Source: an optimization exercise on an open RTL-to-GDS flow (aim: small area). Production flows keep margins and buffers that such runs may drop.
Only simulation tests tie the RTL to the original design; equivalence was not proved.
The clock input has no modelled driver; a real chip could not lean on it and would need a root buffer or a full tree.
No activity file was given, so power comes from the tool's default toggle rates.

$ cat flow/design.v
module fs32 (
    input  wire        clk,
    input  wire        rst,
    input  wire        req_valid,
    output wire        req_ready,
    input  wire [15:0] req_cmd,
    input  wire [31:0] req_value,
    input  wire [7:0]  req_dist,
    output wire        rsp_valid,
    input  wire        rsp_ready,
    output wire [31:0] rsp_value,
    output wire [1:0]  rsp_err
);
    reg        resp;    
    reg [4:0]  c;       
    reg [31:0] w;       
    wire [5:0] cmd_rsv  = req_cmd[15:10];
    wire       cmd_src  = req_cmd[9];
    wire       cmd_dir  = req_cmd[8];
    wire [7:0] cmd_dist = req_cmd[7:0];
    wire illegal = (cmd_rsv != 6'd0) || (cmd_src && (cmd_dist != 8'd0));
    wire [7:0] d = cmd_dist | (req_dist & {8{cmd_src}});
    wire [4:0] e = d[4:0] ^ {5{~cmd_dir}};
    wire [5:0] k;
    wire [4:0] sum;
    assign k[0] = ~cmd_dir;
    genvar i;
    generate
        for (i = 0; i < 5; i = i + 1) begin : g_add
            assign sum[i]   = c[i] ^ e[i] ^ k[i];
            assign k[i + 1] = (c[i] & e[i]) | (c[i] & k[i]) | (e[i] & k[i]);
        end
    endgenerate
    wire inr = k[5] ^ cmd_dir;
    wire bit_in = req_value[sum] & inr & (d[7:5] == 3'd0) & ~illegal;
    wire last = &c;
    wire run  = req_valid & ~resp & ~rst;
    wire [4:0] inc = c + 5'd1;
    always @(posedge clk) begin
        if (!resp)
            w <= {bit_in, w[31:1]};
    end
    always @(posedge clk) begin
        resp    <= ~rst & (resp ? ~rsp_ready : (req_valid & last));
        c[4:1]  <= run ? inc[4:1] : 4'd0;
        c[0]    <= run ? (last ? illegal : ~c[0])
                       : (resp & ~rsp_ready & ~rst & c[0]);
    end
    assign req_ready = last;
    assign rsp_valid = resp;
    assign rsp_value = w;
    assign rsp_err   = c[1:0];
endmodule
$ cat flow/flow/run.sh
#!/bin/bash
# The standard layout (standard.sh) with these changes:
#  - synthesis maps the logic with an area-oriented ABC script
#    (flow/abc_area.script); registers are mapped exactly as in the
#    standard synthesis (that happens before ABC);
#  - the port buffers are buf_1, the smallest buffer; placement is not
#    timing-driven (the design has ample slack), and synthesis's buffers
#    are removed before it (flow/pre_place.tcl);
#  - CTS inserts no dummy loads, and flow/clock_tree.tcl then drives the
#    leaf clock buffers from the clock port and sizes them down.
# Each tool's output is in the ORFS logs under orfs/logs; make's output is
# in standard_run.log.
set -e
W=$PWD
rm -rf "$W/scripts_local"
cp -r "$FLOW_HOME/scripts" "$W/scripts_local"
cp "$W/flow/abc_area.script" "$W/scripts_local/abc_speed.script"
export SCRIPTS_DIR=$W/scripts_local
export BUFFER_PORTS_ARGS="-buffer_cell sky130_fd_sc_hd__buf_1"
export CTS_ARGS="-sink_clustering_enable -repair_clock_nets -dont_use_dummy_load"
export POST_CTS_TCL=$W/flow/clock_tree.tcl
export PRE_GLOBAL_PLACE_TCL=$W/flow/pre_place.tcl
bash standard.sh > standard_run.log 2>&1
$ cat flow/flow/abc_area.script
strash
&get -n
&fraig -x
&put
scorr
dc2
strash
&get -n
&dch -f
&nf -R 1000 -p
&put
$ cat flow/flow/clock_tree.tcl
proc fs32_shrink_clock_tree {} {
  set root [get_cells -quiet clkbuf_0_clk]
  set root_net [get_nets -quiet clknet_0_clk]
  if { [llength $root] != 1 || [llength $root_net] != 1 } {
    puts "fs32_shrink_clock_tree: no root buffer, tree kept"
    return
  }
  set leaves {}
  foreach pin [get_pins -of_objects $root_net] {
    if { [get_property $pin direction] == "input" } {
      lappend leaves [get_cells -of_objects $pin]
    }
  }
  set clk_net [get_nets -of_objects [get_pins clkbuf_0_clk/A]]
  set clk_fanout [expr { [llength [get_pins -of_objects $clk_net]] - 1 }]
  if { [llength $leaves] + $clk_fanout - 1 > 4 } {
    puts "fs32_shrink_clock_tree: [llength $leaves] leaves, tree kept"
    return
  }
  foreach leaf $leaves {
    if { ![string match "sky130_fd_sc_hd__clkbuf_*" [get_property [get_lib_cells -of_objects $leaf] name]] } {
      puts "fs32_shrink_clock_tree: unexpected leaf, tree kept"
      return
    }
  }
  foreach leaf $leaves {
    set lname [get_property $leaf name]
    disconnect_pin $root_net $lname/A
    connect_pin $clk_net $lname/A
  }
  disconnect_pin $clk_net clkbuf_0_clk/A
  disconnect_pin $root_net clkbuf_0_clk/X
  delete_instance $root
  delete_net $root_net
  foreach leaf $leaves {
    set old [get_property [get_lib_cells -of_objects $leaf] name]
    replace_cell $leaf sky130_fd_sc_hd__clkbuf_4
    estimate_parasitics -placement
    set lname [get_property $leaf name]
    set slew [get_property [get_pins $lname/X] slew_max]
    if { $slew > 0.12 } {
      replace_cell $leaf $old
      puts "fs32_shrink_clock_tree: $lname kept as $old (slew $slew)"
    } else {
      puts "fs32_shrink_clock_tree: $lname now clkbuf_4 (slew $slew)"
    }
  }
  estimate_parasitics -placement
  detailed_placement
  check_placement -verbose
}
fs32_shrink_clock_tree
$ cat flow/flow/pre_place.tcl
# Run before global placement (PRE_GLOBAL_PLACE_TCL): remove the buffers
# synthesis left, as the timing-driven placement would; the port buffers
# are added after this.
remove_buffers
$ cat flow/standard.sh
#!/bin/bash
# synth_recipe.tcl (not shown) runs the flow's synth.tcl, then flattens the netlist and writes it again
# the make line also repeats each setting of config.mk as NAME=value (left out here)
make -C /OpenROAD-flow-scripts/flow DESIGN_CONFIG=/design/flow/config.mk WORK_HOME=/design/flow/orfs CLKGATE_MAP_FILE= SYNTH_SCRIPT=/design/flow/synth_recipe.tcl "${@:-finish}"
$ cat flow/config.mk
export PLATFORM = sky130hd
export DESIGN_NAME = fs32
export DESIGN_NICKNAME = fs32
export VERILOG_FILES = /design/flow/design.v
export SDC_FILE = /design/flow/constraint.sdc
export NUM_CORES = 4
export LEC_CHECK = 0
export CAP_MARGIN = 0
export CORE_MARGIN = 2
export CORE_UTILIZATION = 45
export GPL_TIMING_DRIVEN = 0
export SLEW_MARGIN = 0
$ cat flow/constraint.sdc
create_clock -name core_clock -period 4.0 [get_ports {clk}]
set_input_delay 0.8000 -clock core_clock [delete_from_list [all_inputs] [get_ports {clk}]]
set_output_delay 0.8000 -clock core_clock [all_outputs]
set_load 0.01 [all_outputs]
==> results.toml, run 1 <==
[run_status]
status = "timing/DRC/antenna clean"

[sta]
final.min_clock_period_ns = 3.772
rsz0062_at_grt = "false"
hold_viol_final = 0
fin_skew_ns = 0.01670
fin_crit_sh_pct = 94.31
tns_ns = 0
slew_headroom_pct = 29.34
finalSetupViolCount = 0
max_slew.worst_pin.slew_ns = 1.053
fmax_ghz = 0.2651
final_max_slew_viol_count = 0

[yosys]
ys_ff_latch = 38
ys_seq_area_share_pct = 64.91
ys_types = 24
synth.avg_cell_area_um2 = 17.53
syn-cell-area_mm2 = 0.001665
syn-num-nets = 161
syn_inst = 95
yosysWarnings = 1

[layout]
area_delta_synth_final_pct = 26.07
nNetsFinal = 260
layout-drive-gt1-share_pct = 7.813
final_common_cell = "buf_1"
final_cell_mix = "95 x buf_1, 32 x edfxtp_1, 10 x mux4_2"
final_cell_area_mm2 = 0.002100
num_antenna_cells = 0
seq_area_mm2 = 0.001081
fill_cells = 317
multi_input_area_um2 = 564.3

[place]
gp_congestion = 0.8050
dp_hpwl_mm = 2.699
portBuffers = 95
dpl_cell_area_mm2 = 0.002067

[drt]
post_drt_wl_per_cell_um = 13.64
firstDrtPassIters = 3
routed_wl_mm = 3.274
drt_iter0_drc = 81
drc_errors = 0
route.antenna.remaining_nets = 0
via_per_inst = 4.954
vias = 1189

[cts]
cts.sink_count = 38
clkTransAtPathRegs_ns = 0.10
insertion_delay_ns = 0.16

[worst_setup_path]
crit_top_cell = "mux4_2"
critPathMaxStageDelay_ns = 0.73
cp-start-kind = "input port"
slowest_stage = "fa_2"
critical_path_class = "in2reg"
path_cells = "buf_1, a21oi_1, xor2_1, fa_1, fa_2, mux4_2, mux4_2, clkinv_1, a2111oi_0"
crit_family = "adder cells"
critical_path_required_ns = 3.89
cp_max_fo = 8
path_buf_inv = 2
critPathCaptureType = "flip-flop"
critPathArrivalTime_ns = 3.66

[die]
chipHeight_um = 64.84
rows = 22
die-area_mm2 = 0.004204
initial_core_util_pct = 46.18
core-area_mm2 = 0.003606
die_x_um = 64.84
num_io_pins = 96

[grt]
grt_usage_pct = 16.44
grt_max_degree = 34
grt_pass1_vias = 1105
grt_pass1_wl_mm = 5.112
overflow = 0
antenna_found_initial = 0

[job]
drv_cap = 0

[power_and_ir_drop]
peakVddDrop_mv = 0.1413
p_per_area_mw_per_mm2 = 324.1
power.total_uw = 680.5
power_leakage_uw = 0.0007852

[min_path]
hold_class = "reg2reg"
-- cell families after synthesis --
group | Yosys count | synth area share [%]
adder cells (fa/ha/maj) | 6 | 6.311
XOR/XNOR | 6 | 3.155
AO/OA/AOI/OAI | 16 | 5.936
flip-flops | 38 | 64.91
buffers and inverters | 4 | 1.352
multiplexers | 10 | 13.52
AND/OR/NAND/NOR | 15 | 4.808
-- area by class of cell --
class | count | area share (%)
clock buffer | 4 | 1.430
sequential | 38 | 51.49
inverter | 2 | 0.3576
timing repair buffer | 95 | 16.98
tap | 48 | 2.861
multi-input combinational | 53 | 26.88
-- synthesized netlist by cell type (all sizes together) --
library cell / count / share of area (%)
fa: 4 / 4.8
a2111oi: 1 / 0.53
a2111o: 1 / 0.68
buf: 2 / 0.90
a22o: 1 / 0.53
o31ai: 1 / 0.45
clkinv: 2 / 0.45
ha: 2 / 1.5
a21oi: 8 / 2.4
dfxtp: 6 / 7.2
nor2: 3 / 0.68
nand3: 2 / 0.60
a21o: 1 / 0.45
xor2: 5 / 2.6
or4: 1 / 0.45
mux4: 10 / 14
xnor2: 1 / 0.53
and3: 2 / 0.75
o21ai: 3 / 0.90
edfxtp: 32 / 58
nand2: 1 / 0.23
nor3b: 1 / 0.45
and2: 2 / 0.75
nor3: 3 / 0.90
-- per-layer routing --
metal	part of all wire, %	GRT usage, %	up-vias
met3	7.9	5.556	4
met5	0	0	-
met4	0.70	3.191	0
met2	49	25.39	55
met1	43	22.98	556
li1	-	-	574
-- through the flow --
step / setup WS (ns) / hold slack [ns] / utilization, % / cells
6_report: 0.2278 / 0.4416 / 58.22 / 240
5_1_grt: 0.01365 / 0.4519 / 58.22 / 240
3_5_place_dp: -0.08824 / 0.4344 / 57.32 / 236
3_3_place_gp: -0.04587 / 0.4301 / 57.32 / 236
2_1_floorplan: 0.3241 / 0.4623 / - / 95
-- final timing paths --
path                                  from    end  slack, ns  cells past startpoint
worst max-delay path            req_cmd[9]  w[31]       0.23                      9
worst max register to register        c[0]  w[31]       0.86                      8
worst min-delay path                 w[30]  w[29]       0.44                      0
worst min register to register       w[30]  w[29]       0.44                      0
-- power by group --
| group | switching [uW] | total [uW] | internal [uW] | leakage (uW) |
|---|---|---|---|---|
| combinational | 48.5 | 122 | 74.0 | 0.000323 |
| clock | 84.9 | 133 | 47.9 | 0.0000184 |
| sequential | 1.92 | 425 | 423 | 0.000444 |
| total | 135 | 681 | 545 | 0.000785 |
-- worst reg2reg max path, cell delays in order (launching register included) --
cell	delay [ns]
dfxtp_1	0.40
nor2_1	0.13
a21oi_1	0.06
fa_1	0.40
fa_2	0.73
mux4_2	0.54
mux4_2	0.48
clkinv_1	0.06
a2111oi_0	0.08
-- state kept, by name, indices dropped and copies added, names as in the netlist --
| name | count |
|---|---|
| c | 5 |
| w | 32 |
| resp | 1 |
==> run 2, diff against run 1 <==
--- a/flow/config.mk
+++ b/flow/config.mk
@@ -7,6 +7,6 @@
 export LEC_CHECK = 0
 export CAP_MARGIN = 0
 export CORE_MARGIN = 2
-export CORE_UTILIZATION = 45
+export CORE_UTILIZATION = 40
 export GPL_TIMING_DRIVEN = 0
 export SLEW_MARGIN = 0
==> results.toml, run 2 <==
[yosys]
syn-num-nets = 161
synth_area_leaders = "edfxtp_1 58%, mux4_2 14%, dfxtp_1 7.2%, fa_1 4.8%, xor2_1 2.6%"
synthTopCellsByCount = "32 x edfxtp_1, 10 x mux4_2, 8 x a21oi_1"
yosysTopAreaCellShare_pct = 57.70
ys_ff_latch = 38
synth_edf_count = 32
synth-async-reset-ratio_pct = 0
yosysWarnings = 1
synth.avg_cell_area_um2 = 17.53
ys_types = 24
syn-cell-area_mm2 = 0.001665
ys.flop_type = "edfxtp_1"
syn_inst = 95
ys_seq_area_share_pct = 64.91
yosysMostFrequentCell = "edfxtp_1"
yosys.area.top_type = "edfxtp_1"

[worst_setup_path]
cp-start-kind = "input port"
critPathArrivalTime_ns = 3.71
critical_path_required_ns = 3.91
critical_path_class = "in2reg"
critPathCaptureType = "flip-flop"
cp_max_fo = 8

[place]
dp_hpwl_mm = 2.902
post-place-ws_ns = -0.1554
portBuffers = 95
dpl_cell_area_mm2 = 0.002069
gp_congestion = 0.8468

[power_and_ir_drop]
p_seq_share_pct = 61.9
switching_share_pct = 20.62
peakVddDrop_mv = 0.1722
p_per_area_mw_per_mm2 = 326.8
power.total_uw = 686.9
p_comb_share_pct = 18.1
p_int_uw = 545.3
clkPwrFrac_pct = 20.0
switchingPower_uw = 141.7
power_leakage_uw = 0.0007852

[layout]
area_delta_synth_final_pct = 26.22
final_cell_area_mm2 = 0.002102
largest_reg_flops = 32
final_common_cell = "buf_1"
post-route-util_pct = 52.55
num_antenna_cells = 0
reg.largest.list = "w (32), c (5), resp (1)"
final_cell_mix = "95 x buf_1, 32 x edfxtp_1, 10 x mux4_2"
regMostFlops = "w"
layout-drive-gt1-share_pct = 7.813
nNetsFinal = 260

[sta]
rsz0062_at_grt = "false"
max_slew.worst_pin.slew_ns = 1.038
fin_crit_sh_pct = 95.00
fmax_ghz = 0.2632
final.min_clock_period_ns = 3.800
finalSetupViolCount = 0
hold_viol_final = 0
fin_skew_ns = 0.03237
layout_setup_ws_ns = 0.1999
final_max_slew_viol_count = 0
slew_headroom_pct = 30.38
timing.hold.ws_ns = 0.4189

[grt]
grt_pass1_wl_mm = 5.395
grt_pass1_vias = 1207
grt_max_degree = 34
overflow = 0
antenna_found_initial = 0
grt_usage_pct = 15.47

[die]
rows = 23
die_x_um = 68.53
die-area_mm2 = 0.004696
core-area_mm2 = 0.004000
num_io_pins = 96
chipHeight_um = 68.53
initial_core_util_pct = 41.63

[drt]
drc_errors = 0
via_per_inst = 5.012
drt_iter0_drc = 69
post_drt_wl_per_cell_um = 14.39
vias = 1213
routed_wl_mm = 3.483
firstDrtPassIters = 4
route.antenna.remaining_nets = 0

[cts]
clkTransAtPathRegs_ns = 0.11
cts.sink_count = 38
insertion_delay_ns = 0.17

[run_status]
status = "timing/DRC/antenna clean"

[job]
drv_cap = 0

[min_path]
hold_class = "reg2reg"
-- run 2: cell counts after synthesis --
No cell type changed its count.
-- run 2: per-stage QoR --
step / setup TNS [ns] / cells
after floorplan: 0 / 95
after global placement: -0.06333 / 238
after detailed placement: -0.1554 / 238
after global routing: 0 / 242
final: 0 / 242
-- run 2: layout make-up --
class | count | area, um2
flip-flops and latches | 38 | 1081
well taps | 50 | 62.56
fillers | 388 | 1898
repair buffers | 95 | 356.6
multi-input cells | 53 | 564.3
inverters | 2 | 7.507
clock buffers | 4 | 30.03
-- run 2: path summary, 6_finish.rpt --
path / to / startpoint / slack (ns) / cells past startpoint
hold / removal: w[16] / w[17] / 0.42 / 0
hold reg to reg: w[16] / w[17] / 0.42 / 0
setup reg to reg: w[31] / c[0] / 0.82 / 8
setup / recovery: w[31] / req_cmd[9] / 0.20 / 10
-- run 2: power by group through the flow --
stage	Sequential [uW]	Clock (uW)	Combinational, uW
floorplan	434	0	87.9
global placement	434	0	121
detailed placement	434	0	126
global route	426	160	139
finish	425	137	124
-- run 2: kinds of logic after synthesis --
| kind of cell | Yosys count | synth area share (%) |
|---|---|---|
| buf+inv | 4 | 1.352 |
| mux | 10 | 13.52 |
| xor+xnor | 6 | 3.155 |
| flops | 38 | 64.91 |
| fa+ha+maj | 6 | 6.311 |
| compound gates | 16 | 5.936 |
| simple gates | 15 | 4.808 |
-- run 2: layer usage --
| layer | up-vias | global-route usage, % | part of all wire (%) |
|---|---|---|---|
| met2 | 32 | 27.04 | 55 |
| met5 | - | 0 | 0 |
| met3 | 6 | 4.383 | 4.9 |
| met4 | 0 | 4.000 | 1.3 |
| met1 | 600 | 18.76 | 39 |
| li1 | 575 | - | - |
-- run 2: critical path, cell delays in order --
cell       delay [ns]
buf_1            0.22
a21oi_1          0.17
nor2_1           0.13
a21oi_1          0.06
fa_1             0.40
fa_2             0.71
mux4_2           0.55
mux4_2           0.51
nor2_1           0.10
a2111oi_0        0.07

static timing again, ports no longer ideal:
How much do the figures lean on ideal ports? The routed layouts below were timed once more, with nothing changed but the port constraints. Step 1 (the two cells are an assumption about what drives the block):
set clk [get_ports {clk}]
set_driving_cell -lib_cell sky130_fd_sc_hd__clkbuf_16 $clk
set_driving_cell -lib_cell sky130_fd_sc_hd__buf_2 [delete_from_list [all_inputs] $clk]
Step 2, shift: input delay + t, output delay - t, t = (earliest + latest rising clock arrival at the registers) / 2. This alone moves slack from input paths to output paths. a / b / c = ideal ports / drivers / drivers and shift; a / b = the first two.
run | t (ns) | slack for setup (ns) | slew at the worst register clock pin (ns)
run 1 | 0.196 | 0.228 / 0.249 / 0.054 | 0.10 / 0.10
run 2 | 0.186 | 0.200 / 0.209 / 0.023 | 0.11 / 0.11
After both steps every run listed still meets setup and hold. For run 2, which loses most, drivers alone change the setup slack by +0.009 ns; drivers and shift together by -0.177 ns.
